This design comes from an exercise in tuning for small area, a short achievable clock period and few clock cycles per item on the open sky130 flow, not from production work.
The RTL was checked by simulation tests, not by an equivalence proof against the original design.
Power figures rest on the tool's default switching activity, not on a simulated workload.

## run.sh

```bash
#!/bin/bash
# synth_recipe.tcl (not shown) runs the flow's synth.tcl, then flattens the netlist and writes it again
# the make line also repeats each setting of config.mk as NAME=value (left out here)
make -C /OpenROAD-flow-scripts/flow DESIGN_CONFIG=/design/flow/config.mk WORK_HOME=/design/flow/orfs CLKGATE_MAP_FILE= SYNTH_SCRIPT=/design/flow/synth_recipe.tcl finish
```

## config.mk

```make
export PLATFORM = sky130hd
export DESIGN_NAME = fe_inv
export DESIGN_NICKNAME = fe_inv
export VERILOG_FILES = /design/flow/design.v
export SDC_FILE = /design/flow/constraint.sdc
export NUM_CORES = 4
export LEC_CHECK = 0
export CAP_MARGIN = 20
export CORE_MARGIN = 2
export CORE_UTILIZATION = 30
export SLEW_MARGIN = 20
```

## constraint.sdc

```tcl
create_clock -name core_clock -period 9.0 [get_ports {clk}]
set_input_delay 1.8000 -clock core_clock [delete_from_list [all_inputs] [get_ports {clk}]]
set_output_delay 1.8000 -clock core_clock [all_outputs]
set_load 0.01 [all_outputs]
```

## design.v

```verilog
module fe_inv (
    input  wire         clk,
    input  wire         rst,
    input  wire         start,
    input  wire [259:0] a,
    output wire         ready,
    output wire         done,
    output wire [1:0]   fault,
    output wire [259:0] result
);
    localparam [259:0] L    = 260'h1000000000000000000000000000000014def9dea2f79cd65812631a5cf5d3ed;
    localparam [252:0] LL   = L[252:0];
    localparam [253:0] NEGL = 254'h2fffffffffffffffffffffffffffffffeb2106215d086329a7ed9ce5a30a2c13;
    reg         a_busy;
    reg  [1:0]  a_fault;
    reg  [253:0] nu;      
    reg  [252:0] v;
    reg  [252:0] r, s;    
    reg  [8:0]  k;
    reg         b_busy;
    reg  [1:0]  b_fault;
    reg  [252:0] x;
    reg  [8:0]  kb;
    wire b_done = b_busy & (kb == 9'd0);
    wire b_free = ~b_busy | b_done;
    wire gcd_end = (&nu) & (v == 253'd1);
    wire a_fin   = a_busy & ((a_fault != 2'd0) | gcd_end);
    wire hand    = a_fin & b_free;
    assign ready  = ~a_busy | hand;
    assign done   = b_done;
    assign fault  = b_fault;
    assign result = {7'd0, x};
    wire accept = start & ready;
    wire [1:0] a_fcode = (a >= L) ? 2'd2 : (a == 260'd0) ? 2'd1 : 2'd0;
    wire u_even = ~nu[0];
    wire v_even = ~v[0];
    wire [253:0] d = (u_even ? 254'd0 : {1'b0, v}) + (v_even ? 254'd0 : nu);
    wire         neg = d[253];           
    wire [2:0]   j = d[1] ? 3'd1 : d[2] ? 3'd2 : d[3] ? 3'd3 : 3'd4;
    wire [257:0] dx = {{4{d[253]}}, d} >> j;
    wire [253:0] ds = dx[253:0];
    wire [252:0] rs = (v_even ? 253'd0 : r) + (u_even ? 253'd0 : s);
    wire [252:0] r_sh = r << j;
    wire [252:0] s_sh = s << j;
    wire [3:0] jb   = (kb >= 9'd3) ? 4'd3 : {2'd0, kb[1:0]};
    wire [2:0] q3   = (3'd0 - x[2:0]) * 3'd5;    
    wire [2:0] q    = (jb == 4'd3) ? q3 : (jb == 4'd2) ? {1'b0, q3[1:0]} : {2'd0, q3[0]};
    reg  [255:0] qL;
    always @(*) begin
        case (q)
            3'd0: qL = 256'h0;
            3'd1: qL = 256'h1000000000000000000000000000000014def9dea2f79cd65812631a5cf5d3ed;
            3'd2: qL = 256'h2000000000000000000000000000000029bdf3bd45ef39acb024c634b9eba7da;
            3'd3: qL = 256'h300000000000000000000000000000003e9ced9be8e6d6830837294f16e17bc7;
            3'd4: qL = 256'h40000000000000000000000000000000537be77a8bde735960498c6973d74fb4;
            3'd5: qL = 256'h50000000000000000000000000000000685ae1592ed6102fb85bef83d0cd23a1;
            3'd6: qL = 256'h600000000000000000000000000000007d39db37d1cdad06106e529e2dc2f78e;
            default: qL = 256'h700000000000000000000000000000009218d51674c549dc6880b5b88ab8cb7b;
        endcase
    end
    wire [255:0] xs = {3'd0, x} + qL;
    wire [252:0] xh = (jb == 4'd3) ? xs[255:3] : (jb == 4'd2) ? xs[254:2] : xs[253:1];
    always @(posedge clk) begin
        if (rst) begin
            a_busy <= 1'b0;
            b_busy <= 1'b0;
        end else begin
            if (accept) begin
                a_busy  <= 1'b1;
                a_fault <= a_fcode;
                nu      <= NEGL;
                v       <= a[252:0];
                r       <= 253'd0;
                s       <= 253'd1;
                k       <= 9'd0;
            end else if (hand) begin
                a_busy <= 1'b0;
            end else if (a_busy & ~a_fin) begin
                k <= k + {6'd0, j};
                if (neg) begin
                    nu <= ds;
                    r  <= rs;
                    s  <= s_sh;
                end else begin
                    v  <= ds[252:0];
                    s  <= rs;
                    r  <= r_sh;
                end
            end
            if (hand) begin
                b_busy  <= 1'b1;
                b_fault <= a_fault;
                x       <= s;
                kb      <= (a_fault != 2'd0) ? 9'd0 : k;
            end else if (b_done) begin
                b_busy <= 1'b0;
            end else if (b_busy) begin
                x  <= xh;
                kb <= kb - {5'd0, jb};
            end
        end
    end
endmodule
```

==> results of run 1 <==
==> cell type report <==
type | instances | area (um2) | area share (%)
multi-input cells | 14900 | 94500 | 60.6
flip-flops and latches | 1290 | 38700 | 24.8
repair buffers | 846 | 8450 | 5.42
well taps | 6149 | 7690 | 4.93
clock buffers | 219 | 4590 | 2.94
clock inverters | 99 | 972 | 0.624
inverters | 237 | 916 | 0.587
diodes | 25 | 62.6 | 0.0401
==> through the flow <==
step	instance area [um2]	hold WS (ps)	TNS (ps)	total power [mW]	worst slack (ps)
global route	156000	503	0	57.6	263
floorplan	139000	427	-933890	33.0	-1520
global placement	150000	470	0	46.9	536
finish	156000	480	0	55.2	510
CTS	156000	482	0	54.1	774
detailed placement	150000	477	0	46.8	845
==> per-layer routing <==
metal,wire (um),GRT usage (%),vias up
li1,-,-,66300
met1,293000,38.0,73100
met2,313000,44.7,7567
met3,60900,5.10,1340
met4,47600,16.4,10
met5,64,0,-
==> logic make-up after synthesis <==
family / synth area share (%)
muxes: 4.18
and+or+nand+nor: 25.8
adders and majority gates: 5.85
other: 0.00270
DFF: 27.9
buffers and inverters: 4.39
AOI/OAI and AO/OA: 27.0
xor gates and xnor gates: 4.92
==> worst register-to-register path: stages, from the launching register on <==
cell      delay, ps
edfxtp_1        460
or3_4           520
or3_4           410
and2_1          210
ha_1            330
buf_4           250
or3_1           410
o311ai_4        150
o21ai_0         400
ha_1            480
and3_1          270
nand3_1         330
nor3_1           90
and2_1          180
o21ai_0         180
nor4bb_1        740
o32ai_1         280
buf_4           220
or3_1           450
a31o_2          270
a21oi_2         600
nor4_1          190
xnor2_1         320
nor2_1           70
a221oi_1        250
a21oi_1         110
==> state kept, by name, summed over array words and instances, names as in the netlist <==
signal   cells
a_busy       1
a_fault      2
b_busy       1
b_fault      2
k            9
kb           9
nu         254
r          253
s          253
v          253
x          253
==> report_power, final <==
part           total, mW  switching (mW)  internal (mW)
Clock               7.17            3.16           4.01
Sequential          9.70            1.29           8.41
Combinational       38.4            25.4           12.9
==> worst paths after layout <==
| path | start | end | slack [ps] | cells past startpoint |
|---|---|---|---|---|
| hold reg to reg | a_fault[1]$_SDFFCE_PP1P_ | b_fault[1]$_DFFE_PP_ | 480 | 0 |
| hold / removal | a_fault[1]$_SDFFCE_PP1P_ | b_fault[1]$_DFFE_PP_ | 480 | 0 |
| setup reg to reg | kb[2]$_DFFE_PP_ | x[165]$_DFFE_PP_ | 510 | 25 |
| setup / recovery | kb[2]$_DFFE_PP_ | x[165]$_DFFE_PP_ | 510 | 25 |
==> cell usage in the layout, fill, tap and decap left out, types with 117 or more instances in the layout <==
cell type,count
o21ai_0,939
nor3_1,266
xor2_1,334
a21o_1,386
nand2_1,2287
edfxtp_1,1288
o21bai_1,173
and3_1,467
inv_1,231
clkdlybuf4s50_1,519
a21oi_1,1563
nor4_1,189
nand3_1,570
nand4_1,514
nor2_1,1445
a31oi_1,282
ha_1,627
o311a_1,218
clkbuf_16,176
o21a_1,267
mux2i_1,330
buf_4,261
and2_1,1062
a211oi_1,780
xnor2_1,436
a221oi_1,117
==> flow_summary.toml, run 1 <==
[global_route]
grt_pass1_wl_mm = 1020
antenna_found_initial = 38
groute.usage.overall_pct = 28.9
grt_max_degree = 203
grt_pass1_vias = 139000
grt-ovfl-total = 0

[cts]
post_cts_resized = 0
cts.sink_count = 1290
cts-htree-levels = 4
clk_latency_ps = 980
cts-buffers-inserted = 175
cts_tree = "built"
cts.path.max_buffers = 4
cts_setup_buffers = 0
path_clk_slew_ps = 60
root_buffer = "clkbuf_16"
postCtsHoldBufs = 0

[worst_setup_path]
cp-start-kind = "flop"
cpLargestDelayFamily = "simple AND/OR/NAND/NOR gates"
crit_fanout = 13
worstPathRequired_ps = 9610
crit_buf_inv = 2
crit_slowest_cell = "nor4bb_1"
critical-path-max-stage-delay_ps = 740
cp-end-kind = "flop"
critPathKind = "flop to flop"
crit_arrival_ps = 9100

[floorplanning]
die_h_um = 685
core_area_um2 = 460000
start_util_pct = 30.2
die_w_um = 685
io_pins = 527
die_area_um2 = 469000
fp-row-count = 249

[routing]
first_pass_iters = 10
viasPerCell = 6.25
routed_wl_mm = 715
drc = 0
drtAntennaViolNets = 0
vias = 148000
drtIter0Drc = 19200
wl_per_cell_um = 30.1

[cells_and_area]
post-route-util_pct = 33.9
post_route_cells_drive_above_1_share_pct = 5.13
syn_to_final_growth_pct = 12.2
instances_no_fill = 23700
fillers = 48900
nNetsFinal = 18300

[synthesis]
syn_area_um2 = 139000
ys_top_cells_by_count = "nand2_1, a21oi_1, nor2_1"
ys_ff_latch = 1290
seq_area_frac_synth_pct = 27.9
yosysTopAreaCell = "edfxtp_1"
yosysMostFrequentCell = "nand2_1"
syn_area_per_cell_um2 = 7.83
synthFlopType = "edfxtp_1"
synth.distinct_cells = 112
synth-warning-count = 1
synth_top_area_share_pct = 27.8
synthTopCellsByArea = "edfxtp_1, nand2_1, ha_1, a21oi_1, and2_1"
syn_inst = 17800
async_flop_share_pct = 0
synth_edf_count = 1288

[timing]
slew_viol_final = 0
tightestPinTransition_ps = 1250
setup_viol = 0
rsz0062_at_grt = "no"
finClkSkew_ps = 117
max_slew_margin_pct = 16.3
period_share_pct = 94.3
period_needed_ps = 8490
hold_viol_final = 0
fmax_ghz = 0.118

[placement]
place_congestion = 1.07
dp_hpwl_mm = 558
portBuffers = 519
place_inst = 23400

[pwr]
p_leak_nw = 56.8
irDropWorstVdd_uv = 343
pwr_density_cell_nw_per_um2 = 354

[min_path]
min_path_type = "flop to flop"

[run]
maxCapViolations = 0

[outcome]
status = "finished clean"
Testbench counts, summed over its fixed seeds: cycles 62,058, items 320.
==> run 2: changes to the inputs <==
--- a/design.v
+++ b/design.v
@@ -22,5 +22,7 @@
     reg  [252:0] x;
     reg  [8:0]  kb;
-    wire b_done = b_busy & (kb == 9'd0);
+    reg         kb_ge3;   
+    reg         kb_zero;  
+    wire b_done = b_busy & kb_zero;
     wire b_free = ~b_busy | b_done;
     wire gcd_end = (&nu) & (v == 253'd1);
@@ -37,11 +39,12 @@
     wire [253:0] d = (u_even ? 254'd0 : {1'b0, v}) + (v_even ? 254'd0 : nu);
     wire         neg = d[253];           
-    wire [2:0]   j = d[1] ? 3'd1 : d[2] ? 3'd2 : d[3] ? 3'd3 : 3'd4;
-    wire [257:0] dx = {{4{d[253]}}, d} >> j;
-    wire [253:0] ds = dx[253:0];
+    wire [1:0]   jm = d[1] ? 2'd0 : d[2] ? 2'd1 : d[3] ? 2'd2 : 2'd3;
+    wire [256:0] dy = {{4{d[253]}}, d[253:1]} >> jm;
+    wire [253:0] ds = dy[253:0];
     wire [252:0] rs = (v_even ? 253'd0 : r) + (u_even ? 253'd0 : s);
-    wire [252:0] r_sh = r << j;
-    wire [252:0] s_sh = s << j;
-    wire [3:0] jb   = (kb >= 9'd3) ? 4'd3 : {2'd0, kb[1:0]};
+    wire [252:0] r_sh = {r[251:0], 1'b0} << jm;
+    wire [252:0] s_sh = {s[251:0], 1'b0} << jm;
+    wire [3:0] jb   = kb_ge3 ? 4'd3 : {2'd0, kb[1:0]};
+    wire [8:0] kb_n = kb - {5'd0, jb};
     wire [2:0] q3   = (3'd0 - x[2:0]) * 3'd5;    
     wire [2:0] q    = (jb == 4'd3) ? q3 : (jb == 4'd2) ? {1'b0, q3[1:0]} : {2'd0, q3[0]};
@@ -77,5 +80,5 @@
                 a_busy <= 1'b0;
             end else if (a_busy & ~a_fin) begin
-                k <= k + {6'd0, j};
+                k <= k + {7'd0, jm} + 9'd1;
                 if (neg) begin
                     nu <= ds;
@@ -93,9 +96,13 @@
                 x       <= s;
                 kb      <= (a_fault != 2'd0) ? 9'd0 : k;
+                kb_ge3  <= (a_fault == 2'd0) & (k >= 9'd3);
+                kb_zero <= (a_fault != 2'd0) | (k == 9'd0);
             end else if (b_done) begin
                 b_busy <= 1'b0;
             end else if (b_busy) begin
                 x  <= xh;
-                kb <= kb - {5'd0, jb};
+                kb      <= kb_n;
+                kb_ge3  <= (kb_n >= 9'd3);
+                kb_zero <= (kb_n == 9'd0);
             end
         end
--- a/config.mk
+++ b/config.mk
@@ -9,3 +9,4 @@
 export CORE_MARGIN = 2
 export CORE_UTILIZATION = 30
+export SETUP_SLACK_MARGIN = 3
 export SLEW_MARGIN = 20
==> run 2 against run 1 <==
Effect of this change: highest routed layer unchanged; first-iteration DRC count up 11%; non-clock buffer count up 197; still clean; critical endpoint is now s[128]$_SDFFCE_PP0P_; sequential share of layout area down 0.23 points.
==> flow_summary.toml, run 2 <==
[pwr]
pwr_density_cell_nw_per_um2 = 196
internal_power_mw = 16.8
power_mw = 31.0
comb_power_share_pct = 50.6
p_sw_mw = 14.2
power_frac_seq_pct = 26.6
pwr-share-clk_pct = 22.8
swShare_pct = 45.8
irDropWorstVdd_uv = 148
p_leak_nw = 57.9

[timing]
slew_viol_final = 0
period_needed_ps = 6160
finClkSkew_ps = 70.6
period_share_pct = 68.4
tightestPinTransition_ps = 1320
fmax_ghz = 0.162
rsz0062_at_grt = "yes"
hold_viol_final = 0
max_slew_margin_pct = 11.2
tns_ps = 0
setup_viol = 0

[global_route]
grt_max_degree = 167
groute.usage.overall_pct = 29.6
grt_pass1_vias = 136000
antenna_found_initial = 53
grt-ovfl-total = 0
grt_pass1_wl_mm = 997

[synthesis]
synth-warning-count = 1
synth_compound_area_share_pct = 24.3
yosysTopAreaCell = "edfxtp_1"
ys_ff_latch = 1292
synth_fa_ha_area_share_pct = 6.02
syn_inst = 17900
synthTopCellsByArea = "edfxtp_1, nand2_1, a21oi_1, ha_1, and2_1"
synthMuxAreaShare_pct = 2.84
synthFlopType = "edfxtp_1"
async_flop_share_pct = 0
synth_top_area_share_pct = 28.8
syn_area_um2 = 135000
synth_edf_count = 1290
synth_top_family_by_area = "simple AND/OR/NAND/NOR gates"
synth_xor_area_share_pct = 5.03
seq_area_frac_synth_pct = 28.8
synth.distinct_cells = 110
synthSimpleGateAreaFrac_pct = 28.6
syn_area_per_cell_um2 = 7.53
yosysMostFrequentCell = "nand2_1"
ys_top_cells_by_count = "nand2_1, a21oi_1, edfxtp_1"

[worst_setup_path]
cp-start-kind = "flop"
crit_arrival_ps = 6820
crit_fanout = 61
critPathKind = "flop to flop"
cp-end-kind = "flop"
worstPathRequired_ps = 9670

[routing]
drc = 0
routed_wl_mm = 719
first_pass_iters = 6
drtIter0Drc = 21200
wl_per_cell_um = 30.0
vias = 149000
drtAntennaViolNets = 0
viasPerCell = 6.23

[cells_and_area]
post_route_cells_drive_above_1_share_pct = 8.71
instances_no_fill = 23900
regMostFlops = "nu"
largest_reg_flops = 254
final_common_cell = "nand2_1"
finalInstanceArea_um2 = 158000
syn_to_final_growth_pct = 17.2
most-common-layout-cells = "nand2_1, a21oi_1, edfxtp_1"
nNetsFinal = 18800

[floorplanning]
start_util_pct = 30.2
fp-row-count = 245
die_w_um = 674
die_area_um2 = 454000
die_h_um = 674
io_pins = 527
core_area_um2 = 446000

[cts]
cts.sink_count = 1292
cts_tree = "built"
path_clk_slew_ps = 60
cts-buffers-inserted = 165
postCtsHoldBufs = 0
root_buffer = "clkbuf_16"
cts-htree-levels = 4
cts.path.max_buffers = 4
clk_latency_ps = 950

[placement]
post_dp_cell_area_um2 = 146000
place_congestion = 1.12
dp_hpwl_mm = 550
place_inst = 23400
portBuffers = 519

[outcome]
status = "finished clean"

[min_path]
min_path_type = "flop to flop"

[run]
maxCapViolations = 0
[run 2: cell types whose count changed after synthesis, moves of 193 or more]
cell / delta
a21oi_1: +282
and3_1: -321
nand2_1: +772
o21ai_0: +193
nor2_1: -205
a211oi_1: -480
nand3_1: +359
[run 2: stage by stage]
step / hold slack (ps) / setup WS (ps) / utilization, %
final: 450 / 2840 / 35.4
after global routing: 460 / 2870 / 35.4
after global placement: 432 / 363 / 32.7
after floorplan: 427 / -1410 / -
after CTS: 449 / 2980 / 34.7
after detailed placement: 435 / 350 / 32.7
[run 2: cells by family (layout without fill, tap and decap cells)]
logic type / count (synthesis) / count (layout)
AOI/OAI and AO/OA: 5248 / 5248
xor gates and xnor gates: 768 / 768
adders and majority gates: 648 / 648
buffers and inverters: 1527 / 1640
DFF: 1292 / 1292
muxes: 372 / 372
other: 1 / 37
and+or+nand+nor: 8012 / 8012
[run 2: metal layers]
metal  track usage [%]  vias to the layer above  wire (um)
met5             0.340                        -        728
met2              42.3                     9157     291000
li1                  -                    65700          -
met1              40.7                    72700     297000
met3              7.37                     1516      84100
met4              15.9                       24      46900
[run 2: layout make-up]
cell class / instances / area, um2
sequential: 1292 / 38800
clock inverter: 91 / 1020
tap: 5928 / 7420
inverter: 301 / 1170
multi-input combinational: 15100 / 94000
fill: 47000 / 288000
antenna: 30 / 75.1
timing repair buffer: 1043 / 10800
clock buffer: 205 / 4340
[run 2: worst max-delay path, cell delays in order, from the launching register on]
cell and delay [ps]:
edfxtp_1 420, buf_4 180, buf_16 170, buf_4 310
and2_1 170, ha_1 420, nand2_1 120, nor2_1 760
nand2_1 190, a21oi_1 470, o21ai_0 180, o221ai_1 500
a21oi_1 270, or2_2 350, o21ai_1 360, a21oi_1 200
o21bai_1 200, xnor2_1 230, a21oi_1 230, nor2_1 60
[run 2: final timing paths]
check        depth (start not counted)                startpoint                    to  slack (ps)
min                                  0  a_fault[1]$_SDFFCE_PP1P_  b_fault[1]$_DFFE_PP_         450
min reg2reg                          0  a_fault[1]$_SDFFCE_PP1P_  b_fault[1]$_DFFE_PP_         450
max                                 19            v[0]$_DFFE_PP_  s[128]$_SDFFCE_PP0P_        2840
max reg2reg                         19            v[0]$_DFFE_PP_  s[128]$_SDFFCE_PP0P_        2840
[run 2: what timing repair did]
action                     4_1_cts  5_1_grt
gates cloned                    10       15
setup endpoints to repair     2079     1298
pin swaps                       90       91
resized for setup              442      442
setup buffers                  125       70
[run 2: power groups by stage]
stage               registers (mW)  clock network (mW)  logic (mW)
floorplan                     7.97                   0        9.49
global placement              8.29                   0        14.2
detailed placement            8.29                   0        14.2
CTS                           8.18                7.11        14.8
global route                  8.24                7.29        16.6
finish                        8.24                7.05        15.7
Testbench counts of run 2, summed over its fixed seeds: cycles 62,058, items 320.
==> run 3: changes to the inputs <==
==> design.v (replaced) <==
module fe_inv (
    input  wire         clk,
    input  wire         rst,
    input  wire         start,
    input  wire [259:0] a,
    output wire         ready,
    output wire         done,
    output wire [1:0]   fault,
    output wire [259:0] result
);
    localparam [259:0] L    = 260'h1000000000000000000000000000000014def9dea2f79cd65812631a5cf5d3ed;
    localparam [252:0] LL   = L[252:0];
    localparam [253:0] NEGL = 254'h2fffffffffffffffffffffffffffffffeb2106215d086329a7ed9ce5a30a2c13;
    reg         a_busy;
    reg  [1:0]  a_fault;
    reg  [253:0] nu;      
    reg  [252:0] v;
    reg  [252:0] r, s;    
    reg  [8:0]  k;
    reg         b_busy;
    reg  [1:0]  b_fault;
    reg  [252:0] x;
    reg  [8:0]  kb;
    reg         kb_ge2;   
    reg         kb_zero;  
    wire b_done = b_busy & kb_zero;
    wire b_free = ~b_busy | b_done;
    wire gcd_end = (&nu) & (v == 253'd1);
    wire a_fin   = a_busy & ((a_fault != 2'd0) | gcd_end);
    wire hand    = a_fin & b_free;
    assign ready  = ~a_busy | hand;
    assign done   = b_done;
    assign fault  = b_fault;
    assign result = {7'd0, x};
    wire accept = start & ready;
    wire [1:0] a_fcode = (a >= L) ? 2'd2 : (a == 260'd0) ? 2'd1 : 2'd0;
    wire u_even = ~nu[0];
    wire v_even = ~v[0];
    wire [253:0] d = {1'b0, v} + nu;
    wire [253:0] src = u_even ? nu : v_even ? {1'b0, v} : d;
    wire         neg = u_even | (~v_even & d[253]);    
    wire [1:0]   jm = src[1] ? 2'd0 : src[2] ? 2'd1 : src[3] ? 2'd2 : 2'd3;
    wire [256:0] dy = {{4{src[253]}}, src[253:1]} >> jm;
    wire [253:0] ds = dy[253:0];
    wire [252:0] rs = (v_even ? 253'd0 : r) + (u_even ? 253'd0 : s);
    wire [252:0] r_sh = {r[251:0], 1'b0} << jm;
    wire [252:0] s_sh = {s[251:0], 1'b0} << jm;
    wire [1:0] jb   = kb_ge2 ? 2'd2 : {1'b0, kb[0]};
    wire [8:0] kb_n = kb - {7'd0, jb};
    wire [1:0] q2   = 2'd0 - x[1:0];                 
    wire [1:0] q    = kb_ge2 ? q2 : {1'b0, q2[0]};
    reg  [254:0] qL;
    always @(*) begin
        case (q)
            2'd0: qL = 255'h0;
            2'd1: qL = 255'h1000000000000000000000000000000014def9dea2f79cd65812631a5cf5d3ed;
            2'd2: qL = 255'h2000000000000000000000000000000029bdf3bd45ef39acb024c634b9eba7da;
            default: qL = 255'h300000000000000000000000000000003e9ced9be8e6d6830837294f16e17bc7;
        endcase
    end
    wire [254:0] xs = {2'd0, x} + qL;
    wire [252:0] xh = kb_ge2 ? xs[254:2] : xs[253:1];
    wire step = a_busy & ~a_fin;
    always @(posedge clk) begin
        if (rst) begin
            a_busy <= 1'b0;
            b_busy <= 1'b0;
        end else begin
            if (accept)
                a_busy <= 1'b1;
            else if (hand)
                a_busy <= 1'b0;
            if (hand)
                b_busy <= 1'b1;
            else if (b_done)
                b_busy <= 1'b0;
        end
    end
    always @(posedge clk) begin
        if (accept) begin
            a_fault <= a_fcode;
            nu      <= NEGL;
            v       <= a[252:0];
            s       <= 253'd1;
            k       <= 9'd0;
        end else if (step) begin
            k <= k + {7'd0, jm} + 9'd1;
            if (neg) begin
                nu <= ds;
                s  <= s_sh;
            end else begin
                v  <= ds[252:0];
                s  <= rs;
            end
        end
        r <= accept ? 253'd0 : neg ? rs : r_sh;
    end
    always @(posedge clk) begin
        x <= hand ? s : xh;
        if (hand) begin
            b_fault <= a_fault;
            kb      <= (a_fault != 2'd0) ? 9'd0 : k;
            kb_ge2  <= (a_fault == 2'd0) & (k >= 9'd2);
            kb_zero <= (a_fault != 2'd0) | (k == 9'd0);
        end else if (b_busy & ~b_done) begin
            kb      <= kb_n;
            kb_ge2  <= (kb_n >= 9'd2);
            kb_zero <= (kb_n == 9'd0);
        end
    end
endmodule
==> run 3 against run 2 <==
Effect of this change: still clean; sequential share of layout area down 4.6 points; setup slack better by 220 ps; first-iteration DRC count down 26%; die area down 7.4%; fmax up 3.6%; critical endpoint is now ready; largest cell class unchanged.
==> flow_summary.toml, run 3 <==
[floorplanning]
die_area_um2 = 420000
io_pins = 527
start_util_pct = 30.1
fp-row-count = 236
die_h_um = 648
core_area_um2 = 413000
die_w_um = 648

[cells_and_area]
nNetsFinal = 18900
ff_latch_area_um2 = 28600
final_common_cell = "nand2_1"
syn_to_final_growth_pct = 14.9
post_route_cells_drive_above_1_share_pct = 5.97
most-common-layout-cells = "nand2_1, a21oi_1, nor2_1"
largest_reg_flops = 254
fillers = 44700
regMostFlops = "nu"
multiInputGateArea_um2 = 92000

[synthesis]
synth-warning-count = 1
synth.distinct_cells = 119
synthTopCellsByArea = "dfxtp_1, nand2_1, a21oi_1, edfxtp_1, ha_1"
async_flop_share_pct = 0
yosysTopAreaCell = "dfxtp_1"
syn_inst = 18300
syn_area_per_cell_um2 = 6.82
synth_top_area_share_pct = 16.5
ys_ff_latch = 1292
ys_top_cells_by_count = "nand2_1, a21oi_1, nor2_1"
seq_area_frac_synth_pct = 22.9
yosysMostFrequentCell = "nand2_1"
syn_area_um2 = 125000
synth_edf_count = 268
synthFlopType = "dfxtp_1"

[timing]
max_slew_margin_pct = 9.26
finClkSkew_ps = 81.2
slew_viol_final = 0
hold_viol_final = 0
rsz0062_at_grt = "yes"
tightestPinTransition_ps = 1360
tns_ps = 0
setup_viol = 0
period_share_pct = 66.0
fmax_ghz = 0.168
fin_ws_ps = 3060
period_needed_ps = 5940

[pwr]
p_leak_nw = 55.1
pwr_density_cell_nw_per_um2 = 237
irDropWorstVdd_uv = 177

[placement]
dp_slack_ps = 1330
dp_hpwl_mm = 482
place_congestion = 1.01
portBuffers = 519

[cts]
root_buffer = "clkbuf_16"
cts-htree-levels = 4
path_clk_slew_ps = 70
clk_latency_ps = 920
cts-buffers-inserted = 169
cts.sink_count = 1292
cts_tree = "built"
postCtsHoldBufs = 0
cts.path.max_buffers = 4

[global_route]
groute.usage.overall_pct = 29.1
grt_max_degree = 222
antenna_found_initial = 44
grt_pass1_wl_mm = 925
grt_pass1_vias = 132000
grt-ovfl-total = 0

[routing]
wl_per_cell_um = 27.3
vias = 141000
drtIter0Drc = 15600
drtAntennaViolNets = 0
viasPerCell = 5.99
routed_wl_mm = 644
drc = 0
first_pass_iters = 10

[worst_setup_path]
crit_arrival_ps = 4140
worstPathRequired_ps = 7200
crit_fanout = 4
cp-end-kind = "output pin"
critPathKind = "flop to output pin"
cp-start-kind = "flop"

[run]
maxCapViolations = 0

[outcome]
status = "finished clean"

[min_path]
min_path_type = "flop to flop"
[run 3: per-stage QoR]
stage          instance area (um2)  utilization (%)  hold WS (ps)  power, mW  std cells
5_1_grt                     143000             34.6           486       35.7      23600
4_1_cts                     142000             34.3           480       33.4      23600
6_report                    143000             34.6           477       33.9      23600
2_1_floorplan               125000                -           427       19.4      18300
3_3_place_gp                134000             32.4           453       26.0      23200
3_5_place_dp                134000             32.4           461       25.9      23200
[run 3: timing repair]
item,in CTS,in global routing
gates cloned,24,3
gates resized for setup,237,222
pin swaps,55,47
setup buffers,71,38
endpoints found under the setup margin,1421,1093
endpoints found under the hold margin,0,0
[run 3: final cells by class]
class / instances / share of cell area, %
multi-input cells: 15400 / 64.3
flip-flops and latches: 1292 / 20.0
repair buffers: 836 / 6.32
well taps: 5474 / 4.79
clock buffers: 229 / 3.36
inverters: 247 / 0.684
clock inverters: 78 / 0.512
diodes: 21 / 0.0367
[run 3: path summary, 6_finish.rpt]
| check | from | endpoint | slack [ps] | cells past startpoint |
|---|---|---|---|---|
| worst max-delay path | nu[127]$_SDFFE_PP1P_ | ready | 3060 | 7 |
| worst min-delay path | a_fault[0]$_SDFFCE_PP0P_ | b_fault[0]$_DFFE_PP_ | 480 | 0 |
| worst max register to register | v[0]$_DFFE_PP_ | s[238]$_SDFFE_PP0P_ | 3080 | 21 |
| worst min register to register | a_fault[0]$_SDFFCE_PP0P_ | b_fault[0]$_DFFE_PP_ | 480 | 0 |
[run 3: power breakdown]
group          leakage (nW)  internal, mW  switching (mW)  total (mW)
Combinational          41.3          6.72            11.7        18.4
Clock                  2.73          4.00            3.11        7.11
Sequential             11.0          6.89            1.42        8.31
Total                  55.1          17.6            16.2        33.9
[run 3: worst max-delay path, stage by stage, from the launching register on]
cell and delay, ps:
dfxtp_2 410, nand4_1 410, nor4_4 540, nand4_1 450, or4_4 660, o21a_4 290, o21ai_4 270, clkbuf_2 190
[run 3: per-layer routing]
| metal | GRT usage [%] | up-vias | wire [um] |
|---|---|---|---|
| met5 | 0 | - | 173 |
| met4 | 15.4 | 20 | 39800 |
| met3 | 4.21 | 1227 | 52500 |
| met2 | 45.9 | 6783 | 282000 |
| met1 | 38.3 | 68100 | 269000 |
| li1 | - | 65300 | - |
[run 3: cell families after synthesis]
logic type	after synthesis	synth area share, %
and+or+nand+nor	8058	29.3
muxes	679	5.51
adders and majority gates	629	6.34
AOI/OAI and AO/OA	5315	25.8
DFF	1292	22.9
xor gates and xnor gates	746	5.25
buffers and inverters	1547	4.83
other	1	0.00301
Testbench counts of run 3, summed over its fixed seeds: cycles 62,574, items 320.
==> run 4: changes to the inputs <==
--- a/config.mk
+++ b/config.mk
@@ -8,5 +8,5 @@
 export CAP_MARGIN = 20
 export CORE_MARGIN = 2
-export CORE_UTILIZATION = 30
+export CORE_UTILIZATION = 40
 export SETUP_SLACK_MARGIN = 3
 export SLEW_MARGIN = 20
==> run 4 against run 3 <==
Effect of this change: final cell count decreased by 6.0%; register-to-register slack got worse by 50 ps; routed wire length shrank 8.5%; sequential cell count did not move; sequential share of layout area increased by 0.29 points; combinational power decreased by 2%; die area is 25% lower; cell area down 1.4%; global-route usage grew 5.9 points; clock-buffer cell count up 10; sequential power decreased by 2.4%; setup slack got worse by 160 ps; critical endpoint unchanged; largest power group unchanged.
==> flow_summary.toml, run 4 <==
[synthesis]
synthTopCellsByArea = "dfxtp_1, nand2_1, a21oi_1, edfxtp_1, ha_1"
yosysTopAreaCell = "dfxtp_1"
yosysMostFrequentCell = "nand2_1"
syn_area_um2 = 125000
ys_top_cells_by_count = "nand2_1, a21oi_1, nor2_1"
ys_ff_latch = 1292
async_flop_share_pct = 0
synth_edf_count = 268
synth-warning-count = 1
syn_area_per_cell_um2 = 6.82
synth_top_area_share_pct = 16.5
synth.distinct_cells = 119
seq_area_frac_synth_pct = 22.9
synthFlopType = "dfxtp_1"
syn_inst = 18300

[cells_and_area]
nNetsFinal = 18800
regMostFlops = "nu"
largest_reg_flops = 254
instances_no_fill = 22200
post_route_cells_drive_above_1_share_pct = 5.74
ff_latch_area_um2 = 28600
multiInputGateArea_um2 = 92200
most-common-layout-cells = "nand2_1, a21oi_1, nor2_1"
final_common_cell = "nand2_1"
syn_to_final_growth_pct = 13.3
fillers = 32300

[routing]
vias = 141000
drtIter0Drc = 16800
wl_per_cell_um = 26.5
routed_wl_mm = 589
first_pass_iters = 8
viasPerCell = 6.37
drc = 0
drtAntennaViolNets = 0

[timing]
hold_viol_final = 0
period_needed_ps = 6100
period_share_pct = 67.8
slew_viol_final = 0
holdWs_ps = 474
fmax_ghz = 0.164
tightestPinTransition_ps = 1270
max_slew_margin_pct = 14.6
rsz0062_at_grt = "yes"
setup_viol = 0
finClkSkew_ps = 71.2
tns_ps = 0

[floorplanning]
die_h_um = 562
core_area_um2 = 309000
start_util_pct = 40.2
io_pins = 527
fp-row-count = 204
die_area_um2 = 316000
die_w_um = 562

[worst_setup_path]
r2r_slack_ps = 3030
cp-end-kind = "output pin"
rr_startpoint = "v[34]$_DFFE_PP_"
worstPathRequired_ps = 7200
crit_arrival_ps = 4300
crit_path_start = "v[223]$_DFFE_PP_"
cp-start-kind = "flop"
critPathKind = "flop to output pin"
crit_fanout = 3

[global_route]
antenna_found_initial = 41
grt_pass1_wl_mm = 855
grt_pass1_vias = 128000
grt-ovfl-total = 0
groute.usage.overall_pct = 35.0
grt_max_degree = 209

[cts]
cts-buffers-inserted = 169
postCtsHoldBufs = 0
clk_latency_ps = 910
cts_tree = "built"
cts-htree-levels = 4
root_buffer = "clkbuf_16"
path_clk_slew_ps = 60
cts.sink_count = 1292
cts.path.max_buffers = 4

[min_path]
min_path_type = "flop to flop"
hp-start = "a_fault[0]$_SDFFCE_PP0P_"

[placement]
portBuffers = 519
place_congestion = 1.12
dp_hpwl_mm = 444
place_inst = 21800

[outcome]
status = "finished clean"

[pwr]
pwr_density_cell_nw_per_um2 = 236
irDropWorstVdd_uv = 280
p_leak_nw = 54.7

[run]
maxCapViolations = 0
run 4: cell types whose count changed in the layout (fill, tap and decap cells not counted), moves of 9 or more:
cell	previous run	this run
buf_12	49	40
buf_4	220	199
clkinv_2	33	19
diode_2	21	8
ha_1	575	562
ha_4	18	39
inv_6	16	6
nor4_1	207	196
nor4_2	14	24
run 4: layout make-up:
cell class | count | area share [%]
antenna | 8 | 0.0142
clock buffer | 239 | 3.45
clock inverter | 63 | 0.547
inverter | 247 | 0.690
multi-input combinational | 15400 | 65.4
sequential | 1292 | 20.3
tap | 4120 | 3.66
timing repair buffer | 797 | 5.99
run 4: logic make-up after synthesis:
family | share of synthesized area (%)
flip-flops | 22.9
other | 0.00301
adder cells (fa/ha/maj) | 6.34
AND/OR/NAND/NOR | 29.3
multiplexers | 5.51
XOR/XNOR | 5.25
buffers and inverters | 4.83
AO/OA/AOI/OAI | 25.8
run 4: report_power, final:
part,leakage [nW],switching [mW],internal [mW]
Combinational,41.0,11.3,6.64
Clock,2.76,2.96,4.17
Sequential,11.0,1.22,6.89
Total,54.7,15.5,17.7
run 4: worst paths after layout:
check                           cells past startpoint              endpoint
worst max register to register                     16      v[204]$_DFFE_PP_
worst min register to register                      0  b_fault[0]$_DFFE_PP_
worst min-delay path                                0  b_fault[0]$_DFFE_PP_
worst max-delay path                                7                 ready
run 4: timing repair:
action	CTS	global route
gates cloned	9	13
pin swaps	26	58
resized for setup	156	308
setup buffers	40	46
setup endpoints to repair	1508	1070
run 4: layer usage:
| metal | GRT usage (%) | wire [um] |
|---|---|---|
| met4 | 16.0 | 31200 |
| met5 | 0 | 253 |
| met1 | 48.3 | 250000 |
| met3 | 6.42 | 60400 |
| met2 | 52.5 | 248000 |
run 4: per-stage QoR:
stage,worst slack [ps],utilization (%),power (mW),cell area [um2]
after global placement,1650,42.6,25.2,132000
after floorplan,3040,-,19.4,125000
after CTS,2950,44.9,32.5,139000
final,2900,45.6,33.2,141000
after global routing,2900,45.6,35.0,141000
after detailed placement,1590,42.6,25.1,132000
run 4: critical path, stage by stage, from the launching register on:
cell	delay, ps
edfxtp_1	440
nor4_2	660
nand4_1	390
nor4_2	690
nand4_1	340
o21a_4	400
o21ai_4	200
dlygate4sd2_1	300
==> run 5: changes to the inputs <==
--- a/design.v
+++ b/design.v
@@ -29,5 +29,5 @@
     wire a_fin   = a_busy & ((a_fault != 2'd0) | gcd_end);
     wire hand    = a_fin & b_free;
-    assign ready  = ~a_busy | hand;
+    assign ready  = ~a_busy;
     assign done   = b_done;
     assign fault  = b_fault;
--- a/config.mk
+++ b/config.mk
@@ -9,4 +9,5 @@
 export CORE_MARGIN = 2
 export CORE_UTILIZATION = 40
-export SETUP_SLACK_MARGIN = 3
+export SETUP_SLACK_MARGIN = 4
 export SLEW_MARGIN = 20
+export TNS_END_PERCENT = 20
==> run 5 against run 4 <==
Effect of this change: sequential power rose by about 10%; global-route usage rose by 4.5 points; sequential cell count did not move; cell area rose by 10%; area after synthesis rose by 2.7%; clock skew fell by 6.7 ps; largest cell class unchanged; register-to-register slack improved by 490 ps; first-iteration DRC count rose by 14%; final cell count rose by 3.5%; sequential share of layout area fell by 1.8 points; critical path type is now flop to flop; now fails the layout checks on max-slew violations; combinational power rose by about 40%; critical endpoint is now x[207]$_DFF_P_; via count rose by 7.0%.
==> flow_summary.toml, run 5 <==
[timing]
setup_viol = 0
tns_ps = 0
period_share_pct = 60.8
hold_viol_final = 0
holdWs_ps = 477
finClkSkew_ps = 64.5
rsz0062_at_grt = "yes"
tightestPinTransition_ps = 1530
slew_viol_final = 53
max_slew_margin_pct = -1.75
period_needed_ps = 5480
fmax_ghz = 0.183

[global_route]
grt_max_degree = 208
grt_pass1_vias = 137000
grt_pass1_wl_mm = 966
groute.usage.overall_pct = 39.4
antenna_found_initial = 55
grt-ovfl-total = 0

[cells_and_area]
syn_to_final_growth_pct = 21.3
final_common_cell = "nand2_1"
fillers = 32400
instances_no_fill = 23000
post-route-util_pct = 48.8
most-common-layout-cells = "nand2_1, a21oi_1, nor2_1"
largest_reg_flops = 254
finalInstanceArea_um2 = 155000
regMostFlops = "nu"
nNetsFinal = 19500
post_route_cells_drive_above_1_share_pct = 12.6

[synthesis]
syn_inst = 18600
synth-warning-count = 1
syn_area_per_cell_um2 = 6.89
synthFlopType = "dfxtp_1"
synth.distinct_cells = 104
async_flop_share_pct = 0
synthTopCellsByArea = "dfxtp_1, nand2_1, a21oi_1, edfxtp_1, ha_1"
ys_ff_latch = 1292
synth_top_area_share_pct = 16.0
yosysMostFrequentCell = "nand2_1"
yosysTopAreaCell = "dfxtp_1"
ys_top_cells_by_count = "nand2_1, a21oi_1, nor2_1"
synth_edf_count = 268
syn_area_um2 = 128000
seq_area_frac_synth_pct = 22.3

[routing]
drc = 0
routed_wl_mm = 692
vias = 151000
viasPerCell = 6.58
drtAntennaViolNets = 0
wl_per_cell_um = 30.1
first_pass_iters = 6
drtIter0Drc = 19100

[cts]
clk_latency_ps = 930
cts-htree-levels = 4
cts.sink_count = 1292
cts_tree = "built"
root_buffer = "clkbuf_16"
cts-buffers-inserted = 171
path_clk_slew_ps = 60
postCtsHoldBufs = 0
cts.path.max_buffers = 4

[worst_setup_path]
crit_arrival_ps = 6300
crit_fanout = 6
cp-start-kind = "flop"
critPathMostFrequentCell = "buf_12"
cp-end-kind = "flop"
crit_slowest_cell = "or4b_4"
crit_buf_inv = 5
worstPathRequired_ps = 9830
crit_chain = "buf_12, buf_12, mux2_4, buf_6, ha_4, o21ai_2, o2bb2ai_2, a31oi_4, a41oi_4, o21ai_1, a221o_2, a31oi_4, buf_6, or4_4, a31o_4, a2111oi_4, buf_12, o2111ai_4, or4b_4, xor2_2, mux2_4, a21oi_2"
critPathKind = "flop to flop"
critical-path-max-stage-delay_ps = 570
cpLargestDelayFamily = "compound AO/OA/AOI/OAI gates"

[pwr]
internal_power_mw = 20.7
comb_power_share_pct = 61.1
swShare_pct = 49.8
p_leak_nw = 60.2
pwr_density_cell_nw_per_um2 = 266
pwr-share-clk_pct = 17.3
irDropWorstVdd_uv = 268
power_frac_seq_pct = 21.6
p_sw_mw = 20.6

[floorplanning]
die_area_um2 = 324000
die_w_um = 569
core_area_um2 = 318000
fp-row-count = 207
io_pins = 527
start_util_pct = 40.2
die_h_um = 569

[placement]
portBuffers = 519
dp_hpwl_mm = 504
place_congestion = 1.07
place_inst = 22100
post_dp_cell_area_um2 = 136000

[outcome]
status = "failed layout checks"
violations = "max-slew violations"

[run]
maxCapViolations = 0

[min_path]
min_path_type = "flop to flop"
[run 5: layout make-up]
class                   count  area (um2)  share of cell area [%]
diodes                     17        42.5                  0.0274
inverters                 277        1140                   0.738
repair buffers           1221       12600                    8.14
clock buffers             235        4840                    3.12
well taps                4180        5230                    3.37
repair inverters            2        20.0                  0.0129
clock inverters            76         793                   0.511
flip-flops and latches   1292       28600                    18.4
multi-input cells       15700      102000                    65.7
[run 5: final timing paths]
kind,startpoint,to,slack (ps),cells past startpoint
max reg2reg,kb_ge2$_DFFE_PP_,x[207]$_DFF_P_,3520,22
max,kb_ge2$_DFFE_PP_,x[207]$_DFF_P_,3520,22
min,a_fault[1]$_SDFFCE_PP1P_,b_fault[1]$_DFFE_PP_,480,0
min reg2reg,a_fault[1]$_SDFFCE_PP1P_,b_fault[1]$_DFFE_PP_,480,0
[run 5: kinds of logic after synthesis]
family,Yosys count,synth area share [%]
flip-flops,1292,22.3
other,1,0.00293
AO/OA/AOI/OAI,5713,27.4
multiplexers,865,6.87
AND/OR/NAND/NOR,7766,27.7
XOR/XNOR,686,4.70
buffers and inverters,1606,4.77
adder cells (fa/ha/maj),629,6.17
[run 5: power groups by stage]
| stage | logic [mW] | registers [mW] | clock network [mW] |
|---|---|---|---|
| global placement | 22.2 | 8.93 | 0 |
| CTS | 23.1 | 8.82 | 7.19 |
| floorplan | 15.0 | 8.26 | 0 |
| global route | 26.9 | 8.96 | 7.39 |
| finish | 25.2 | 8.94 | 7.16 |
| detailed placement | 22.1 | 8.89 | 0 |
[run 5: repair_timing]
| item | CTS | global route |
|---|---|---|
| pin swaps | 80 | 412 |
| gates resized for setup | 476 | 1425 |
| endpoints found under the setup margin | 1468 | 1361 |
| gates cloned | 33 | 30 |
| buffers inserted | 128 | 352 |
| hold endpoints to repair | 0 | 0 |
[run 5: worst register-to-register path: stages, from the launching register on]
cell and delay [ps]:
edfxtp_1 410, buf_12 170, buf_12 140, mux2_4 400, buf_6 160, ha_4 260, o21ai_2 60, o2bb2ai_2 130
a31oi_4 190, a41oi_4 170, o21ai_1 170, a221o_2 250, a31oi_4 100, buf_6 150, or4_4 480, a31o_4 300
a2111oi_4 350, buf_12 180, o2111ai_4 190, or4b_4 570, xor2_2 180, mux2_4 280, a21oi_2 110
[run 5: routing by layer]
layer / GRT usage (%) / wire length, um / up-vias / share of wire [%]
met5: 0 / 402 / - / 0.058
met3: 8.03 / 71400 / 1804 / 10
met4: 22.0 / 47800 / 36 / 6.9
met1: 52.1 / 280000 / 72900 / 40
li1: - / - / 67700 / -
met2: 59.6 / 292000 / 8813 / 42
[run 5: stage by stage]
stage	setup slack [ps]	power, mW
after floorplan	3930	23.3
after global placement	1600	31.1
after detailed placement	1600	30.9
after CTS	3520	39.1
after global routing	3420	43.3
final	3520	41.3
Testbench counts of run 5, summed over its fixed seeds: cycles 62,871, items 320.
==> run 6: changes to the inputs <==
--- a/design.v
+++ b/design.v
@@ -29,5 +29,5 @@
     wire a_fin   = a_busy & ((a_fault != 2'd0) | gcd_end);
     wire hand    = a_fin & b_free;
-    assign ready  = ~a_busy;
+    assign ready  = ~a_busy | hand;
     assign done   = b_done;
     assign fault  = b_fault;
--- a/config.mk
+++ b/config.mk
@@ -8,6 +8,5 @@
 export CAP_MARGIN = 20
 export CORE_MARGIN = 2
-export CORE_UTILIZATION = 40
-export SETUP_SLACK_MARGIN = 4
+export CORE_UTILIZATION = 30
+export SETUP_SLACK_MARGIN = 3.5
 export SLEW_MARGIN = 20
-export TNS_END_PERCENT = 20
==> run 6 against run 5 <==
Effect of this change: fails the layout checks on max-capacitance violations; sequential share of layout area grew 0.35 points; critical path type is now flop to output pin; setup slack lost 350 ps; die area grew 30%; area after synthesis shrank 2.6%; first-iteration DRC count shrank 12%; largest power group unchanged.
==> flow_summary.toml, run 6 <==
[synthesis]
synthTopCellsByArea = "dfxtp_1, nand2_1, a21oi_1, edfxtp_1, ha_1"
async_flop_share_pct = 0
synth-warning-count = 1
syn_area_per_cell_um2 = 6.82
syn_area_um2 = 125000
seq_area_frac_synth_pct = 22.9
synth.distinct_cells = 119
ys_ff_latch = 1292
yosysTopAreaCell = "dfxtp_1"
yosysMostFrequentCell = "nand2_1"
syn_inst = 18300
ys_top_cells_by_count = "nand2_1, a21oi_1, nor2_1"
synth_top_area_share_pct = 16.5
synthFlopType = "dfxtp_1"
synth_edf_count = 268

[routing]
wl_per_cell_um = 27.6
drc = 0
drtAntennaViolNets = 0
first_pass_iters = 7
routed_wl_mm = 663
vias = 145000
viasPerCell = 6.03
drtIter0Drc = 16700

[cts]
clk_latency_ps = 960
cts-buffers-inserted = 169
path_clk_slew_ps = 60
cts_tree = "built"
cts.sink_count = 1292
postCtsHoldBufs = 0
cts-htree-levels = 4
cts.path.max_buffers = 4
root_buffer = "clkbuf_16"

[cells_and_area]
post_route_cells_drive_above_1_share_pct = 11.3
multiInputGateArea_um2 = 97000
instances_no_fill = 24000
fillers = 43800
regMostFlops = "nu"
ff_latch_area_um2 = 28600
nNetsFinal = 19300
largest_reg_flops = 254
most-common-layout-cells = "nand2_1, a21oi_1, nor2_1"
syn_to_final_growth_pct = 22.4
final_common_cell = "nand2_1"

[timing]
fmax_ghz = 0.172
max_slew_margin_pct = -3.24
period_needed_ps = 5820
fin_ws_ps = 3180
hold_viol_final = 0
slew_viol_final = 3
tightestPinTransition_ps = 1540
tns_ps = 0
period_share_pct = 64.7
rsz0062_at_grt = "yes"
finClkSkew_ps = 109
setup_viol = 0

[floorplanning]
die_h_um = 648
start_util_pct = 30.1
fp-row-count = 236
core_area_um2 = 413000
die_w_um = 648
die_area_um2 = 420000
io_pins = 527

[worst_setup_path]
critPathMostFrequentCell = "nand4_1"
crit_slowest_cell = "or4_4"
r2r_slack_ps = 3310
critPathKind = "flop to output pin"
cp-end-kind = "output pin"
critical-path-max-stage-delay_ps = 650
worstPathRequired_ps = 7200
crit_arrival_ps = 4020
cp-start-kind = "flop"
crit_fanout = 4
crit_chain = "nand4_1, nor4_4, nand4_1, or4_4, o21a_4, o21ai_4, buf_6"

[global_route]
grt-ovfl-total = 0
grt_pass1_wl_mm = 923
antenna_found_initial = 43
grt_pass1_vias = 133000
groute.usage.overall_pct = 29.0
grt_max_degree = 181

[pwr]
pwr-share-clk_pct = 20.1
p_leak_nw = 58.4
swShare_pct = 47.5
pwr_density_cell_nw_per_um2 = 233
comb_power_share_pct = 56.4
power_frac_seq_pct = 23.5
internal_power_mw = 18.6
power_mw = 35.5
irDropWorstVdd_uv = 274
p_sw_mw = 16.8

[placement]
place_inst = 23200
dp_slack_ps = 1310
place_congestion = 1.03
dp_hpwl_mm = 480
portBuffers = 519

[run]
maxCapViolations = 1

[outcome]
status = "failed layout checks"
violations = "max-capacitance violations"

[min_path]
min_path_type = "flop to flop"
## run 6: cell types whose count changed after synthesis, sizes merged, moves of 105 or more
cell    before   now
a211oi     289   148
buf        146   268
clkbuf    1183  1032
mux2i      776   637
nand3      708   980
nor2      1611  1716
## run 6: worst paths after layout
check / from / cells after the start / endpoint
hold reg to reg: a_fault[0]$_SDFFCE_PP0P_ / 0 / b_fault[0]$_DFFE_PP_
hold / removal: a_fault[0]$_SDFFCE_PP0P_ / 0 / b_fault[0]$_DFFE_PP_
setup reg to reg: kb_ge2$_DFFE_PP_ / 23 / x[227]$_DFF_P_
setup / recovery: nu[185]$_SDFFE_PP1P_ / 7 / ready
## run 6: final cells by class
cell class | count | area share, %
Antenna cell | 16 | 0.0263
Clock buffer | 218 | 3.03
Clock inverter | 80 | 0.576
Inverter | 247 | 0.648
Multi-Input combinational cell | 15400 | 63.6
Sequential cell | 1292 | 18.8
Tap cell | 5474 | 4.50
Timing Repair Buffer | 1227 | 8.82
## run 6: logic make-up (layout without fill, tap and decap cells)
logic type | count (synthesis) | count (layout) | share of synthesized area, %
XOR/XNOR | 746 | 746 | 5.25
buffers and inverters | 1547 | 1772 | 4.83
flip-flops | 1292 | 1292 | 22.9
multiplexers | 679 | 680 | 5.51
AND/OR/NAND/NOR | 8058 | 8063 | 29.3
AO/OA/AOI/OAI | 5315 | 5317 | 25.8
adder cells (fa/ha/maj) | 629 | 629 | 6.34
other | 1 | 23 | 0.00301
## run 6: critical path: cells and delay by family (launching register included)
kind            cells  cell delay (ps)
flops               1              470
simple gates        4             1930
buf+inv             1              150
compound gates      2              590
## run 6: what timing repair did
item | in CTS | in global routing
pin swaps | 164 | 364
setup buffers | 196 | 229
endpoints found under the setup margin | 1469 | 1246
resized for setup | 757 | 825
cloned | 35 | 54
## run 6: power by group through the flow
stage | Clock, mW | Sequential (mW) | Combinational [mW]
4_1_cts | 7.20 | 8.28 | 18.6
3_3_place_gp | 0 | 8.36 | 17.4
6_report | 7.12 | 8.33 | 20.0
5_1_grt | 7.40 | 8.35 | 21.4
2_1_floorplan | 0 | 7.70 | 11.8
3_5_place_dp | 0 | 8.33 | 17.4
## run 6: layer usage
metal  part of all wire (%)  vias to the layer above  track usage [%]
met2                     43                     7538             44.9
met3                    9.1                     1446             4.72
met5                  0.015                        -                0
li1                       -                    66200                -
met4                    6.8                       16             16.1
met1                     41                    69600             38.2
## run 6: per-stage QoR
stage,instance area [um2],util (%),hold slack [ps]
floorplan,125000,-,427
global placement,134000,32.4,453
detailed placement,134000,32.4,460
CTS,146000,35.2,460
global route,152000,36.9,478
finish,152000,36.9,456
Testbench counts of run 6, summed over its fixed seeds: cycles 62,574, items 320.
==> run 7: changes to the inputs <==
--- a/design.v
+++ b/design.v
@@ -20,7 +20,6 @@
     reg         b_busy;
     reg  [1:0]  b_fault;
-    reg  [252:0] x;
+    reg  [253:0] x;       
     reg  [8:0]  kb;
-    reg         kb_ge2;   
     reg         kb_zero;  
     wire b_done = b_busy & kb_zero;
@@ -32,5 +31,5 @@
     assign done   = b_done;
     assign fault  = b_fault;
-    assign result = {7'd0, x};
+    assign result = {7'd0, x[252:0]};
     wire accept = start & ready;
     wire [1:0] a_fcode = (a >= L) ? 2'd2 : (a == 260'd0) ? 2'd1 : 2'd0;
@@ -43,22 +42,20 @@
     wire [256:0] dy = {{4{src[253]}}, src[253:1]} >> jm;
     wire [253:0] ds = dy[253:0];
-    wire [252:0] rs = (v_even ? 253'd0 : r) + (u_even ? 253'd0 : s);
+    wire [252:0] rs = r + s;
     wire [252:0] r_sh = {r[251:0], 1'b0} << jm;
     wire [252:0] s_sh = {s[251:0], 1'b0} << jm;
-    wire [1:0] jb   = kb_ge2 ? 2'd2 : {1'b0, kb[0]};
-    wire [8:0] kb_n = kb - {7'd0, jb};
-    wire [1:0] q2   = 2'd0 - x[1:0];                 
-    wire [1:0] q    = kb_ge2 ? q2 : {1'b0, q2[0]};
-    reg  [254:0] qL;
+    wire [1:0] q = 2'd0 - x[1:0];
+    reg  [255:0] qL;
     always @(*) begin
         case (q)
-            2'd0: qL = 255'h0;
-            2'd1: qL = 255'h1000000000000000000000000000000014def9dea2f79cd65812631a5cf5d3ed;
-            2'd2: qL = 255'h2000000000000000000000000000000029bdf3bd45ef39acb024c634b9eba7da;
-            default: qL = 255'h300000000000000000000000000000003e9ced9be8e6d6830837294f16e17bc7;
+            2'd0: qL = 256'h0;
+            2'd1: qL = 256'h1000000000000000000000000000000014def9dea2f79cd65812631a5cf5d3ed;
+            2'd2: qL = 256'h2000000000000000000000000000000029bdf3bd45ef39acb024c634b9eba7da;
+            default: qL = 256'h300000000000000000000000000000003e9ced9be8e6d6830837294f16e17bc7;
         endcase
     end
-    wire [254:0] xs = {2'd0, x} + qL;
-    wire [252:0] xh = kb_ge2 ? xs[254:2] : xs[253:1];
+    wire [255:0] xs = {2'd0, x} + qL;
+    wire [253:0] xh = xs[255:2];
+    wire [8:0]   kb_n = kb - 9'd2;
     wire step = a_busy & ~a_fin;
     always @(posedge clk) begin
@@ -91,19 +88,17 @@
             end else begin
                 v  <= ds[252:0];
-                s  <= rs;
+                s  <= v_even ? s : rs;
             end
         end
-        r <= accept ? 253'd0 : neg ? rs : r_sh;
+        r <= accept ? 253'd0 : neg ? (u_even ? r : rs) : r_sh;
     end
     always @(posedge clk) begin
-        x <= hand ? s : xh;
+        x <= hand ? (k[0] ? {s, 1'b0} : {1'b0, s}) : xh;
         if (hand) begin
             b_fault <= a_fault;
-            kb      <= (a_fault != 2'd0) ? 9'd0 : k;
-            kb_ge2  <= (a_fault == 2'd0) & (k >= 9'd2);
+            kb      <= (a_fault != 2'd0) ? 9'd0 : k + {8'd0, k[0]};
             kb_zero <= (a_fault != 2'd0) | (k == 9'd0);
         end else if (b_busy & ~b_done) begin
             kb      <= kb_n;
-            kb_ge2  <= (kb_n >= 9'd2);
             kb_zero <= (kb_n == 9'd0);
         end
--- a/config.mk
+++ b/config.mk
@@ -9,4 +9,4 @@
 export CORE_MARGIN = 2
 export CORE_UTILIZATION = 30
-export SETUP_SLACK_MARGIN = 3.5
+export SETUP_SLACK_MARGIN = 3
 export SLEW_MARGIN = 20
==> run 7 against run 6 <==
Effect of this change: critical path type is now flop to flop; global-route usage is 1.5 points lower; now clean on timing, DRC and antenna; clock-buffer cell count is 13 higher; combinational power hardly changed.
==> flow_summary.toml, run 7 <==
[outcome]
status = "finished clean"

[floorplanning]
fp-row-count = 237
io_pins = 527
die_area_um2 = 425000
core_area_um2 = 417000
die_h_um = 652
die_w_um = 652
start_util_pct = 30.2

[pwr]
swShare_pct = 47.7
power_frac_seq_pct = 22.8
comb_power_share_pct = 55.4
internal_power_mw = 18.6
pwr_density_cell_nw_per_um2 = 252
pwr-share-clk_pct = 21.8
p_sw_mw = 17.0
p_leak_nw = 53.2
irDropWorstVdd_uv = 207

[routing]
routed_wl_mm = 622
viasPerCell = 6.04
first_pass_iters = 8
wl_per_cell_um = 26.4
drtAntennaViolNets = 0
drtIter0Drc = 16900
drc = 0
vias = 143000

[cts]
clk_latency_ps = 960
cts.path.max_buffers = 4
root_buffer = "clkbuf_16"
cts.sink_count = 1291
cts-htree-levels = 4
cts_tree = "built"
postCtsHoldBufs = 0
cts-buffers-inserted = 176
path_clk_slew_ps = 70

[min_path]
hold_path_depth = 2
holdPathEnd = "r[174]$_SDFFE_PP0P_"
hp-start = "r[174]$_SDFFE_PP0P_"
min_path_type = "flop to flop"

[global_route]
antenna_found_initial = 38
grt_max_degree = 185
groute.usage.overall_pct = 27.6
grt_pass1_wl_mm = 898
grt_pass1_vias = 131000
grt-ovfl-total = 0

[worst_setup_path]
crit_arrival_ps = 6640
crit_path_start = "v[25]$_DFFE_PP_"
rr_startpoint = "v[25]$_DFFE_PP_"
r2r-end = "v[215]$_DFFE_PP_"
crit_fanout = 8
worstPathRequired_ps = 9640
cp-end-kind = "flop"
r2r_slack_ps = 3000
cp-start-kind = "flop"
worst-r2r-cell-count = 19
critPathKind = "flop to flop"

[timing]
finClkSkew_ps = 123
holdWs_ps = 495
period_needed_ps = 6000
setup_viol = 0
max_slew_margin_pct = 11.0
slew_viol_final = 0
tightestPinTransition_ps = 1340
tns_ps = 0
fmax_ghz = 0.167
period_share_pct = 66.7
hold_viol_final = 0
rsz0062_at_grt = "yes"

[run]
maxCapViolations = 0

[cells_and_area]
most-common-layout-cells = "nand2_1, a21oi_1, nor2_1"
final_common_cell = "nand2_1"
post_route_cells_drive_above_1_share_pct = 5.02
syn_to_final_growth_pct = 12.4
largestRegisters = "nu (254), x (254)"
nNetsFinal = 18800
instances_no_fill = 23600

[synthesis]
ys_top_cells_by_count = "nand2_1, a21oi_1, nor2_1"
synthFlopType = "dfxtp_1"
synth-warning-count = 1
synth.distinct_cells = 114
syn_area_per_cell_um2 = 6.80
synthTopCellsByArea = "dfxtp_1, nand2_1, a21oi_1, edfxtp_1, ha_1"
async_flop_share_pct = 0
yosysMostFrequentCell = "nand2_1"
yosysTopAreaCell = "dfxtp_1"
seq_area_frac_synth_pct = 22.7
synth_edf_count = 266
syn_inst = 18500
synth_top_area_share_pct = 16.3
ys_ff_latch = 1291
syn_area_um2 = 126000

[placement]
place_congestion = 1.05
portBuffers = 519
place_inst = 23200
dp_hpwl_mm = 474
[run 7: changes by cell type in the layout (fill, tap and decap cells not counted), sizes merged, moves of 44 or more]
cell	delta
nand4	-44
mux2i	-65
nand2	-146
a31oi	+69
o22ai	-61
nand3	+297
and2	-470
nor2	+111
buf	-412
o21ai	+212
a311oi	+134
[run 7: stage by stage]
| step | area [um2] | setup slack [ps] | utilization [%] | power (mW) |
|---|---|---|---|---|
| after global routing | 141000 | 2900 | 33.9 | 37.7 |
| after global placement | 133000 | 826 | 31.9 | 27.0 |
| after detailed placement | 133000 | 1720 | 31.9 | 26.9 |
| final | 141000 | 3000 | 33.9 | 35.6 |
| after floorplan | 126000 | 3110 | - | 21.2 |
| after CTS | 140000 | 2930 | 33.7 | 35.1 |
[run 7: cell families (layout without fill, tap and decap cells)]
logic type / count (synthesis) / after routing / share of synthesized area, %
AND/OR/NAND/NOR: 7867 / 7872 / 27.9
AO/OA/AOI/OAI: 5618 / 5618 / 26.9
buffers and inverters: 1756 / 1320 / 6.14
flip-flops: 1291 / 1291 / 22.7
XOR/XNOR: 743 / 743 / 5.17
adder cells (fa/ha/maj): 636 / 636 / 6.34
multiplexers: 605 / 605 / 4.86
other: 1 / 26 / 0.00298
[run 7: critical path: stages, from the launching register on]
cell      delay (ps)
edfxtp_1         420
ha_1             480
a21oi_1          110
o21ai_0          510
a21oi_1          180
o31ai_1          580
o21ai_0          300
a31oi_2          490
a31oi_1          160
buf_4            210
o211ai_1         790
a21oi_1          300
xor2_1           270
nand2_1           70
o21ai_0          110
a21oi_1          140
nand2_1           90
o21ai_0           80
o21ai_0          340
o21ai_0          130
[run 7: power groups by stage]
stage	sequential [mW]	combinational (mW)	clock (mW)
global placement	8.22	18.8	0
floorplan	7.58	13.6	0
global route	8.19	21.4	8.07
CTS	8.08	19.1	7.88
finish	8.14	19.7	7.76
detailed placement	8.17	18.8	0
[run 7: how the worst max path moves through the flow]
stage	to	slack [ps]	cells past startpoint
2_1_floorplan	v[0]$_DFFE_PP_	3110	18
3_3_place_gp	a_fault[0]$_SDFFCE_PP0P_	830	7
3_5_place_dp	x[250]$_DFF_P_	1720	24
4_1_cts	v[204]$_DFFE_PP_	2930	18
5_1_grt	ready	2900	8
6_report	v[215]$_DFFE_PP_	3000	19
[run 7: area by class of cell]
| class | instances | area, um2 |
|---|---|---|
| Fill cell | 45100 | 276000 |
| Multi-Input combinational cell | 15500 | 91000 |
| Sequential cell | 1291 | 28500 |
| Timing Repair Buffer | 767 | 7900 |
| Tap cell | 5497 | 6880 |
| Clock buffer | 231 | 4900 |
| Clock inverter | 93 | 1260 |
| Inverter | 229 | 902 |
| Antenna cell | 19 | 47.5 |
[run 7: repair_timing]
item                        CTS  global route
gates resized for setup     148           116
gates cloned                  7             5
pin swaps                    31            35
setup endpoints to repair  1066           996
buffers inserted             21            37
[run 7: routing by layer]
layer | global-route usage, % | share of wire, % | vias up
li1 | - | - | 66200
met1 | 38.0 | 44 | 68800
met2 | 41.7 | 42 | 6587
met3 | 4.73 | 8.5 | 1083
met4 | 12.5 | 5.3 | 36
met5 | 0 | 0.039 | -
Testbench counts of run 7, summed over its fixed seeds: cycles 62,574, items 320.
==> run 8: changes to the inputs <==
--- a/config.mk
+++ b/config.mk
@@ -8,5 +8,5 @@
 export CAP_MARGIN = 20
 export CORE_MARGIN = 2
-export CORE_UTILIZATION = 30
+export CORE_UTILIZATION = 40
 export SETUP_SLACK_MARGIN = 3
 export SLEW_MARGIN = 20
==> run 8 against run 7 <==
Effect of this change: sequential power rose by 0.6%; largest cell class unchanged; area after synthesis unchanged; setup slack worse by 26 ps; first-iteration DRC count increased by 3.5%; register-to-register slack better by 50 ps; cell area is 1.9% lower; critical path depth decreased by 12; sequential share of layout area increased by 0.39 points.
==> flow_summary.toml, run 8 <==
[outcome]
status = "finished clean"

[routing]
first_pass_iters = 6
drc = 0
drtIter0Drc = 17500
vias = 142000
wl_per_cell_um = 27.1
viasPerCell = 6.41
routed_wl_mm = 601
drtAntennaViolNets = 0

[cells_and_area]
syn_to_final_growth_pct = 10.2
instances_no_fill = 22200
fillers = 33000
nNetsFinal = 18800
post_route_cells_drive_above_1_share_pct = 4.57
final_common_cell = "nand2_1"
ff_latch_area_um2 = 28500
multiInputGateArea_um2 = 90700
most-common-layout-cells = "nand2_1, a21oi_1, nor2_1"
largestRegisters = "nu (254), x (254)"

[timing]
fmax_ghz = 0.166
rsz0062_at_grt = "yes"
setup_viol = 0
period_share_pct = 66.9
hold_viol_final = 0
tns_ps = 0
slew_viol_final = 0
period_needed_ps = 6030
max_slew_margin_pct = 18.3
finClkSkew_ps = 81.3
tightestPinTransition_ps = 1220

[worst_setup_path]
crit_arrival_ps = 4230
worstPathRequired_ps = 7200
worst-r2r-cell-count = 18
cp-start-kind = "flop"
critPathKind = "flop to output pin"
cp-end-kind = "output pin"
crit_fanout = 4

[global_route]
grt_pass1_vias = 130000
grt_max_degree = 176
antenna_found_initial = 27
grt_pass1_wl_mm = 876
grt-ovfl-total = 0
groute.usage.overall_pct = 35.8

[placement]
place_inst = 21800
dp_hpwl_mm = 456
portBuffers = 519
place_congestion = 1.08

[synthesis]
synthTopCellsByArea = "dfxtp_1, nand2_1, a21oi_1, edfxtp_1, ha_1"
yosysMostFrequentCell = "nand2_1"
ys_top_cells_by_count = "nand2_1, a21oi_1, nor2_1"
synth_top_area_share_pct = 16.3
ys_ff_latch = 1291
synthFlopType = "dfxtp_1"
syn_area_um2 = 126000
syn_inst = 18500
seq_area_frac_synth_pct = 22.7
syn_area_per_cell_um2 = 6.80
synth_edf_count = 266
synth.distinct_cells = 114
synth-warning-count = 1
async_flop_share_pct = 0
yosysTopAreaCell = "dfxtp_1"

[pwr]
pwr_density_cell_nw_per_um2 = 253
p_leak_nw = 52.7
irDropWorstVdd_uv = 262

[cts]
cts.sink_count = 1291
path_clk_slew_ps = 60
cts.path.max_buffers = 4
cts-htree-levels = 4
cts_tree = "built"
clk_latency_ps = 910
root_buffer = "clkbuf_16"
cts-buffers-inserted = 171

[floorplanning]
core_area_um2 = 312000
die_w_um = 565
die_h_um = 565
start_util_pct = 40.3
io_pins = 527
die_area_um2 = 319000
fp-row-count = 205

[min_path]
min_path_type = "flop to flop"
hold_path_depth = 0

[run]
maxCapViolations = 0
[run 8: cell counts after synthesis]
No cell type changed its count.
[run 8: path summary, 6_finish.rpt]
| path | from | endpoint | slack (ps) |
|---|---|---|---|
| setup / recovery | nu[187]$_SDFFE_PP1P_ | ready | 2970 |
| hold / removal | a_fault[1]$_SDFFCE_PP1P_ | b_fault[1]$_DFFE_PP_ | 450 |
| setup reg to reg | s[2]$_SDFFE_PP0P_ | r[174]$_SDFFE_PP0P_ | 3050 |
| hold reg to reg | a_fault[1]$_SDFFCE_PP1P_ | b_fault[1]$_DFFE_PP_ | 450 |
[run 8: layer usage]
metal | global-route usage [%] | up-vias | part of all wire [%]
li1 | - | 66100 | -
met1 | 49.2 | 68100 | 43
met2 | 54.1 | 6901 | 43
met3 | 6.85 | 1339 | 9.1
met4 | 15.3 | 12 | 4.9
met5 | 0 | - | 0.013
[run 8: what timing repair did]
action / 4_1_cts / 5_1_grt
pin swaps: 12 / 25
setup endpoints to repair: 1353 / 1059
cloned: 6 / 3
hold buffers: 0 / 0
resized for setup: 95 / 101
buffers inserted: 11 / 30
[run 8: stage by stage]
stage	hold slack, ps	util (%)	total power, mW	setup slack, ps	cell area (um2)
after global routing	473	44.4	37.1	2880	139000
after detailed placement	438	42.1	26.9	1660	131000
after floorplan	427	-	21.2	3110	126000
after global placement	438	42.1	27.1	1760	131000
after CTS	456	44.1	34.5	2820	138000
final	453	44.4	35.0	2970	139000
[run 8: cells by family after synthesis]
group,count (synthesis),share of synthesized area (%)
buffers and inverters,1756,6.14
adder cells (fa/ha/maj),636,6.34
AND/OR/NAND/NOR,7867,27.9
AO/OA/AOI/OAI,5618,26.9
XOR/XNOR,743,5.17
flip-flops,1291,22.7
multiplexers,605,4.86
other,1,0.00298
[run 8: cell type report]
| cell class | instances | share of cell area [%] |
|---|---|---|
| antenna | 16 | 0.0289 |
| sequential | 1291 | 20.6 |
| clock inverter | 77 | 0.622 |
| timing repair buffer | 740 | 5.42 |
| multi-input combinational | 15500 | 65.4 |
| tap | 4140 | 3.73 |
| clock buffer | 238 | 3.57 |
| inverter | 229 | 0.647 |
[run 8: where the power goes]
group	switching [mW]	internal, mW	leakage (nW)	total, mW
registers	1.27	6.93	11.0	8.19
clock network	3.07	4.24	2.82	7.31
logic	12.5	7.08	38.9	19.5
[run 8: critical path, cell delays in order, from the launching register on]
cell     delay (ps)
dfxtp_2         410
nand4_1         450
nor4_4          530
nand4_1         520
or4_1           590
o21a_2          320
o21ai_4         320
buf_4           200

Setup slack of run 8, layout unchanged: 2.975 ns with ideal ports, 2.868 ns with driving cells assumed (clock clkbuf_16, inputs buf_2), 2.530 ns with port delays also shifted by the 0.974 ns mid clock arrival.
